This is an optimization exercise on Yosys and OpenROAD, whose aim is small area, a short achievable clock period and few clock cycles per item, not a production implementation.
RTL that was checked went through simulation tests only; none was proved equivalent to the original.
Power and IR drop assume default switching activity.

==> flow/design.v <==
module fb_draw (
    input  wire        clk,
    input  wire        rst,         
    input  wire        cmd_valid,
    output wire        cmd_ready,
    input  wire [2:0]  cmd_op,      
    input  wire [15:0] cmd_x,       
    input  wire [15:0] cmd_y,       
    input  wire [15:0] cmd_len,     
    input  wire [15:0] cmd_h,       
    input  wire [7:0]  cmd_c,       
    input  wire        dat_valid,
    output wire        dat_ready,
    input  wire [7:0]  dat_byte,
    output wire        px_valid,
    input  wire        px_ready,
    output wire [7:0]  px_x,
    output wire [6:0]  px_y,
    output wire [7:0]  px_c,
    output wire        ack          
);
    localparam OP_CLEAR  = 3'd0;
    localparam OP_PIXEL  = 3'd1;
    localparam OP_HLINE  = 3'd2;
    localparam OP_VLINE  = 3'd3;
    localparam OP_CIRCLE = 3'd4;
    localparam OP_BLIT   = 3'd5;
    function [17:0] fadd;
        input [17:0] a, b;
        input        ci;
        reg   [17:0] g, p, gg, pp;
        reg   [18:0] c;
        integer i, k;
        begin
            g = a & b;
            p = a ^ b;
            gg = g;
            pp = p;
            for (k = 1; k < 18; k = k * 2)
                for (i = 0; i < 18; i = i + 1)
                    if ((i / k) % 2 == 1) begin
                        gg[i] = gg[i] | (pp[i] & gg[(i / k) * k - 1]);
                        pp[i] = pp[i] & pp[(i / k) * k - 1];
                    end
            c[0] = ci;
            for (i = 0; i < 18; i = i + 1)
                c[i + 1] = gg[i] | (pp[i] & ci);
            fadd = p ^ c[17:0];
        end
    endfunction
    function [15:0] finc;
        input [15:0] a;
        integer i;
        begin
            for (i = 0; i < 16; i = i + 1)
                finc[i] = a[i] ^ (&(a | ~((16'd1 << i) - 16'd1)));
        end
    endfunction
    function [15:0] fdec;
        input [15:0] a;
        integer i;
        begin
            for (i = 0; i < 16; i = i + 1)
                fdec[i] = a[i] ^ ~(|(a & ((16'd1 << i) - 16'd1)));
        end
    endfunction
    reg rdy;           
    reg ackr;          
    reg busy;          
    reg m_setup;       
    reg m_scan;        
    reg m_circ;        
    reg isblit;        
    reg g;             
    reg first;         
    reg cinit;         
    reg dneg;          
    reg [3:0] emask;   
    reg [7:0] ex1, ex2;    
    reg [6:0] ey1, ey2;    
    reg signed [15:0] ox, oy;      
    reg [15:0] cx, cy;             
    reg signed [17:0] dd;          
    reg signed [17:0] ff;          
    reg [7:0] pc;
    reg       dr;
    reg       sv;
    reg [7:0] sb;
    assign cmd_ready = rdy;
    assign ack       = ackr;
    assign px_valid  = (emask != 4'd0);
    assign px_c      = pc;
    assign dat_ready = dr;
    wire acc = rdy & cmd_valid;
    function hzero;   
        input [10:0] a, b;
        input        ci;
        hzero = ((a ^ b) == {(a[9:0] | b[9:0]), ci});
    endfunction
    wire [8:0] xs1 = {1'b0, ox[7:0]} + {1'b0, cx[7:0]};
    wire [8:0] xs2 = {1'b0, ox[7:0]} + {1'b0, ~cx[7:0]} + 9'd1;
    wire [10:0] xh  = {{3{ox[15]}}, ox[15:8]};
    wire hx1 = hzero(xh, {3'b000, cx[15:8]}, xs1[8]);
    wire hx2 = hzero(xh, {3'b111, ~cx[15:8]}, xs2[8]);
    wire [7:0] ys1 = {1'b0, oy[6:0]} + {1'b0, cy[6:0]};
    wire [7:0] ys2 = {1'b0, oy[6:0]} + {1'b0, ~cy[6:0]} + 8'd1;
    wire [10:0] yh  = {{2{oy[15]}}, oy[15:7]};
    wire hy1 = hzero(yh, {2'b00, cy[15:7]}, ys1[7]);
    wire hy2 = hzero(yh, {2'b11, ~cy[15:7]}, ys2[7]);
    wire [7:0] P1 = xs1[7:0], P2 = xs2[7:0];
    wire [6:0] Q1 = ys1[6:0], Q2 = ys2[6:0];
    function lx;   
        input [7:0] v;
        lx = !(v[7] && (v[6] || v[5]));
    endfunction
    wire vx1 = hx1 & lx(P1), vx2 = hx2 & lx(P2), vy1 = hy1, vy2 = hy2;
    wire [3:0] vis = {vx1 & vy2, vx2 & vy2, vx2 & vy1, vx1 & vy1};
    wire [3:0] dup  = first ? (g ? 4'b0110 : 4'b1100) : 4'b0000;
    wire [3:0] gvis = vis & ~dup;               
    wire [3:0] erest = emask & (emask - 4'd1);   
    wire [1:0] sidx  = emask[0] ? 2'd0 : emask[1] ? 2'd1 : emask[2] ? 2'd2 : 2'd3;
    wire [7:0] selx  = (sidx == 2'd1 || sidx == 2'd2) ? ex2 : ex1;
    wire [6:0] sely  = sidx[1] ? ey2 : ey1;
    assign px_x = selx;
    assign px_y = sely;
    wire       ld    = (emask == 4'd0) | (px_ready & (erest == 4'd0));
    wire        c_live = m_circ & (cinit | ff[17] | (ff[16:3] == 14'd0 && !(ff[2] && ff[1])));   
    wire [15:0] cx1    = finc(cx);
    wire [15:0] cy1    = finc(cy);
    wire [15:0] cym1   = fdec(cy);
    wire [17:0] dop    = dneg ? {1'b0, cx1, 1'b1} : ff;    
    wire [17:0] dd_n   = fadd(dd, dop, 1'b0);
    wire [17:0] ff_n   = ff + {15'd0, cinit | !dneg, cinit | dneg, 1'b0};
    wire [17:0] base = dd;
    wire [17:0] lsum = dd_n;                                       
    wire [7:0]  lim  = g ? 8'd128 : 8'd160;
    wire        oth  = g ? (ox[15:8] == 8'd0 && lx(ox[7:0])) : (oy[15:7] == 9'd0);
    wire        b_lo = base[17];
    wire        b_hi = !b_lo && (base[16:0] >= {9'd0, lim});
    wire        e_hi = !lsum[17] && (lsum[16:0] > {9'd0, lim});
    wire        e_gt = !lsum[17] && (lsum != 18'd0);              
    wire        l_ne = oth & !b_hi & e_gt & (ff[15:0] != 16'd0);   
    wire [7:0]  l_s  = b_lo ? 8'd0 : base[7:0];
    wire [7:0]  l_e  = e_hi ? lim : lsum[7:0];
    wire take    = dr & dat_valid;
    wire have    = !isblit | sv | take;
    wire [7:0] byte_in = sv ? sb : dat_byte;
    wire row_end = (cx1 == dd[15:0]);
    wire blk_end = (cy1 == ff[15:0]);
    wire more  = m_setup | m_scan | c_live;
    wire ack_n = busy & !more & ld;
    always @(posedge clk) begin
        if (rst) begin
            rdy     <= 1'b1;
            ackr    <= 1'b0;
            busy    <= 1'b0;
            m_setup <= 1'b0;
            m_scan  <= 1'b0;
            m_circ  <= 1'b0;
            emask   <= 4'd0;
                        sv      <= 1'b0;
            dr      <= 1'b0;
        end else begin
            ackr <= ack_n;
            rdy  <= acc ? 1'b0 : (ack_n | !busy);
            if (ack_n) begin
                busy   <= 1'b0;
                m_circ <= 1'b0;
            end
            if (acc) begin
                busy    <= 1'b1;
                                sv      <= 1'b0;
                ox      <= (cmd_op == OP_CLEAR) ? 16'sd0 : cmd_x;
                oy      <= (cmd_op == OP_CLEAR) ? 16'sd0 : cmd_y;
                cx      <= (cmd_op == OP_CIRCLE) ? cmd_len : 16'd0;
                cy      <= 16'd0;
                dd      <= (cmd_op == OP_CIRCLE) ? ~{2'b00, cmd_len} :
                           (cmd_op == OP_CLEAR) ? 18'sd160 :
                           (cmd_op == OP_BLIT) ? {2'b00, cmd_len} :
                           (cmd_op == OP_VLINE) ? {{2{cmd_y[15]}}, cmd_y} : {{2{cmd_x[15]}}, cmd_x};
                ff      <= (cmd_op == OP_CIRCLE) ? {1'b1, ~cmd_len, 1'b1} :      
                           (cmd_op == OP_CLEAR) ? 18'sd128 :
                           (cmd_op == OP_BLIT) ? {2'b00, cmd_h} :
                           (cmd_op == OP_PIXEL) ? 18'd1 : {2'b00, cmd_len};
                pc      <= (cmd_op == OP_CLEAR) ? 8'd0 : cmd_c;
                g       <= (cmd_op == OP_VLINE);
                first   <= 1'b1;
                cinit   <= 1'b1;
                dneg    <= (cmd_op == OP_CIRCLE) && (cmd_len[15:1] != 15'd0);    
                emask   <= 4'd0;
                isblit  <= (cmd_op == OP_BLIT);
                m_setup <= (cmd_op == OP_PIXEL) || (cmd_op == OP_HLINE) || (cmd_op == OP_VLINE);
                m_circ  <= (cmd_op == OP_CIRCLE);
                m_scan  <= (cmd_op == OP_CLEAR) ||
                           ((cmd_op == OP_BLIT) && (cmd_len != 16'd0) && (cmd_h != 16'd0));
                dr      <= (cmd_op == OP_BLIT) && (cmd_len != 16'd0) && (cmd_h != 16'd0);
            end else if (m_setup) begin
                m_setup <= 1'b0;
                m_scan  <= l_ne;
                g       <= 1'b0;
                if (g) begin
                    oy <= 16'sd0;
                    cx <= 16'd0;
                    cy <= {8'd0, l_s};
                    dd <= 18'sd1;
                    ff <= {10'd0, l_e};
                end else begin
                    ox <= 16'sd0;
                    cx <= {8'd0, l_s};
                    cy <= 16'd0;
                    dd <= {10'd0, l_e};
                    ff <= 18'sd1;
                end
            end else if (m_circ) begin
                if (cinit) begin
                    cinit <= 1'b0;
                    ff    <= ff_n;                      
                end
                if (px_ready) emask <= erest;
                if (c_live && (ld || gvis == 4'd0)) begin
                    if (ld) begin
                        emask <= gvis;
                        ex1   <= P1[7:0];
                        ex2   <= P2[7:0];
                        ey1   <= Q1[6:0];
                        ey2   <= Q2[6:0];
                    end
                    g <= !g;
                    if (!g) begin                       
                        cx <= cy;
                        cy <= cx;
                    end else begin                      
                        first <= 1'b0;
                        cx    <= dneg ? cy : cym1;
                        cy    <= cx1;
                        dd    <= dd_n;
                        dneg  <= dd_n[17] & ~(&dd_n[16:1]);    
                        ff    <= ff_n;
                    end
                end
            end else if (m_scan) begin
                if (ld && have) begin
                    emask <= {3'b000, vis[0]};
                    ex1   <= P1;
                    ey1   <= Q1;
                    if (isblit) pc <= byte_in;
                    sv  <= 1'b0;
                    if (row_end) begin
                        cx <= 16'd0;
                        cy <= cy1;
                    end else begin
                        cx <= cx1;
                    end
                    if (row_end && blk_end) begin
                        m_scan <= 1'b0;
                        dr     <= 1'b0;
                    end else begin
                        dr     <= isblit;
                    end
                end else begin
                    if (px_ready) emask <= 4'd0;
                    if (take) begin    
                        sb <= dat_byte;
                        sv <= 1'b1;
                        dr <= 1'b0;
                    end
                end
            end else if (px_ready) begin
                emask <= 4'd0;
            end
        end
    end
endmodule
export LEC_CHECK = 0
export CAP_MARGIN = 70
export CORE_MARGIN = 2
export CORE_UTILIZATION = 30
export GPL_TIMING_DRIVEN = 1
export PLACE_DENSITY = 0.6
export SLEW_MARGIN = 70
create_clock -name core_clock -period 15.0 [get_ports {clk}]
standard.sh (not shown) runs the stock make flow with config.mk's settings and CLKGATE_MAP_FILE= SYNTH_SCRIPT=/design/flow/synth_recipe.tcl, a recipe that flattens the netlist after the stock synthesis.
==> flow/flow/run.sh <==
#!/bin/bash
# Standard layout flow, with timing repair aimed at a setup slack of 11.5 ns.
bash standard.sh SETUP_SLACK_MARGIN=11.5 finish > standard.log 2>&1
Edit:
--- a/flow/design.v
+++ b/flow/design.v
@@ -73,25 +73,28 @@
     reg isblit;        
     reg g;             
     reg first;         
     reg cinit;         
     reg dneg;          
     reg [3:0] emask;   
+    reg       e_none;  
+    reg       e_one;   
     reg [7:0] ex1, ex2;    
     reg [6:0] ey1, ey2;    
     reg signed [15:0] ox, oy;      
     reg [15:0] cx, cy;             
     reg signed [17:0] dd;          
     reg signed [17:0] ff;          
+    reg [16:0] ee;                 
     reg [7:0] pc;
     reg       dr;
     reg       sv;
     reg [7:0] sb;
     assign cmd_ready = rdy;
     assign ack       = ackr;
-    assign px_valid  = (emask != 4'd0);
+    assign px_valid  = !e_none;
     assign px_c      = pc;
     assign dat_ready = dr;
     wire acc = rdy & cmd_valid;
     function hzero;   
         input [10:0] a, b;
         input        ci;
@@ -115,23 +118,27 @@
     endfunction
     wire vx1 = hx1 & lx(P1), vx2 = hx2 & lx(P2), vy1 = hy1, vy2 = hy2;
     wire [3:0] vis = {vx1 & vy2, vx2 & vy2, vx2 & vy1, vx1 & vy1};
     wire [3:0] dup  = first ? (g ? 4'b0110 : 4'b1100) : 4'b0000;
     wire [3:0] gvis = vis & ~dup;               
     wire [3:0] erest = emask & (emask - 4'd1);   
+    function [1:0] eflags;   
+        input [3:0] m;
+        eflags = {m == 4'd0, (m & (m - 4'd1)) == 4'd0};
+    endfunction
     wire [1:0] sidx  = emask[0] ? 2'd0 : emask[1] ? 2'd1 : emask[2] ? 2'd2 : 2'd3;
     wire [7:0] selx  = (sidx == 2'd1 || sidx == 2'd2) ? ex2 : ex1;
     wire [6:0] sely  = sidx[1] ? ey2 : ey1;
     assign px_x = selx;
     assign px_y = sely;
-    wire       ld    = (emask == 4'd0) | (px_ready & (erest == 4'd0));
+    wire       ld    = e_none | (px_ready & e_one);
     wire        c_live = m_circ & (cinit | ff[17] | (ff[16:3] == 14'd0 && !(ff[2] && ff[1])));   
     wire [15:0] cx1    = finc(cx);
     wire [15:0] cy1    = finc(cy);
     wire [15:0] cym1   = fdec(cy);
-    wire [17:0] dop    = dneg ? {1'b0, cx1, 1'b1} : ff;    
+    wire [17:0] dop    = dneg ? {1'b0, ee} : ff;           
     wire [17:0] dd_n   = fadd(dd, dop, 1'b0);
     wire [17:0] ff_n   = ff + {15'd0, cinit | !dneg, cinit | dneg, 1'b0};
     wire [17:0] base = dd;
     wire [17:0] lsum = dd_n;                                       
     wire [7:0]  lim  = g ? 8'd128 : 8'd160;
     wire        oth  = g ? (ox[15:8] == 8'd0 && lx(ox[7:0])) : (oy[15:7] == 9'd0);
@@ -155,12 +162,13 @@
             ackr    <= 1'b0;
             busy    <= 1'b0;
             m_setup <= 1'b0;
             m_scan  <= 1'b0;
             m_circ  <= 1'b0;
             emask   <= 4'd0;
+            {e_none, e_one} <= 2'b11;
                         sv      <= 1'b0;
             dr      <= 1'b0;
         end else begin
             ackr <= ack_n;
             rdy  <= acc ? 1'b0 : (ack_n | !busy);
             if (ack_n) begin
@@ -183,14 +191,16 @@
                            (cmd_op == OP_BLIT) ? {2'b00, cmd_h} :
                            (cmd_op == OP_PIXEL) ? 18'd1 : {2'b00, cmd_len};
                 pc      <= (cmd_op == OP_CLEAR) ? 8'd0 : cmd_c;
                 g       <= (cmd_op == OP_VLINE);
                 first   <= 1'b1;
                 cinit   <= 1'b1;
+                ee      <= 17'd3;
                 dneg    <= (cmd_op == OP_CIRCLE) && (cmd_len[15:1] != 15'd0);    
                 emask   <= 4'd0;
+            {e_none, e_one} <= 2'b11;
                 isblit  <= (cmd_op == OP_BLIT);
                 m_setup <= (cmd_op == OP_PIXEL) || (cmd_op == OP_HLINE) || (cmd_op == OP_VLINE);
                 m_circ  <= (cmd_op == OP_CIRCLE);
                 m_scan  <= (cmd_op == OP_CLEAR) ||
                            ((cmd_op == OP_BLIT) && (cmd_len != 16'd0) && (cmd_h != 16'd0));
                 dr      <= (cmd_op == OP_BLIT) && (cmd_len != 16'd0) && (cmd_h != 16'd0);
@@ -213,37 +223,41 @@
                 end
             end else if (m_circ) begin
                 if (cinit) begin
                     cinit <= 1'b0;
                     ff    <= ff_n;                      
                 end
-                if (px_ready) emask <= erest;
-                if (c_live && (ld || gvis == 4'd0)) begin
-                    if (ld) begin
-                        emask <= gvis;
-                        ex1   <= P1[7:0];
-                        ex2   <= P2[7:0];
-                        ey1   <= Q1[6:0];
-                        ey2   <= Q2[6:0];
-                    end
+                if (px_ready) begin
+                    emask <= erest;
+                    {e_none, e_one} <= eflags(erest);
+                end
+                if (c_live && ld) begin
+                    emask <= gvis;
+                    {e_none, e_one} <= eflags(gvis);
+                    ex1   <= P1[7:0];
+                    ex2   <= P2[7:0];
+                    ey1   <= Q1[6:0];
+                    ey2   <= Q2[6:0];
                     g <= !g;
                     if (!g) begin                       
                         cx <= cy;
                         cy <= cx;
                     end else begin                      
                         first <= 1'b0;
                         cx    <= dneg ? cy : cym1;
                         cy    <= cx1;
                         dd    <= dd_n;
+                        ee    <= ee + 17'd2;
                         dneg  <= dd_n[17] & ~(&dd_n[16:1]);    
                         ff    <= ff_n;
                     end
                 end
             end else if (m_scan) begin
                 if (ld && have) begin
                     emask <= {3'b000, vis[0]};
+                    {e_none, e_one} <= {!vis[0], 1'b1};
                     ex1   <= P1;
                     ey1   <= Q1;
                     if (isblit) pc <= byte_in;
                     sv  <= 1'b0;
                     if (row_end) begin
                         cx <= 16'd0;
@@ -255,19 +269,23 @@
                         m_scan <= 1'b0;
                         dr     <= 1'b0;
                     end else begin
                         dr     <= isblit;
                     end
                 end else begin
-                    if (px_ready) emask <= 4'd0;
+                    if (px_ready) begin
+                        emask <= 4'd0;
+                        {e_none, e_one} <= 2'b11;
+                    end
                     if (take) begin    
                         sb <= dat_byte;
                         sv <= 1'b1;
                         dr <= 1'b0;
                     end
                 end
             end else if (px_ready) begin
                 emask <= 4'd0;
+                {e_none, e_one} <= 2'b11;
             end
         end
     end
 endmodule
Outcome:
- The new run completed with no timing, DRC or antenna violations
- power rose by 6.5%
- routed wire length goes up by 4.2%
- design area climbs by 3.5%
- area after synthesis climbs by 3.8%
- first-iteration DRC count rises by 4.2%
- combinational power goes down by about 1%
- clock skew is about the same
- utilization increases by 0.12 points
- setup slack improved by 0.43 ns
- non-clock buffer count is higher by 10
Testbench counts after the change, summed over its fixed seeds: cycles 122,404, items 2,400.
No functional check of the RTL was part of the first run of this note.

==> afterwards: timing with drivers on the ports <==
No port has a modelled driver above. Below, the same layouts with a new extraction and two added sets of constraints.
Step 1 (the two cells are an assumption about what drives the block):
set clk [get_ports {clk}]
set_driving_cell -lib_cell sky130_fd_sc_hd__clkbuf_16 $clk
set_driving_cell -lib_cell sky130_fd_sc_hd__buf_2 [delete_from_list [all_inputs] $clk]
Step 2 moves the port delays by t, midway between the first and last clock arrival at a register: inputs arrive t later, outputs are due t later. That takes back most of the time a late clock gives input paths.
a / b / c = ideal ports / drivers / drivers and shift; a / b = the first two.
| run | shift t [ns] | setup slack, ns | slew at the worst register clock pin (ns) | worst data-port slew with drivers (ns) |
|---|---|---|---|---|
| the first run | 0.506 | 9.995 / 9.995 / 9.581 | 0.07 / 0.07 | 0.07 |
| the second run | 0.514 | 10.423 / 10.368 / 10.036 | 0.08 / 0.08 | 0.08 |
After both steps setup and hold are still met in every run listed. For the first run, which loses most, drivers alone change the setup slack by 0.000 ns; drivers and shift together by -0.414 ns.
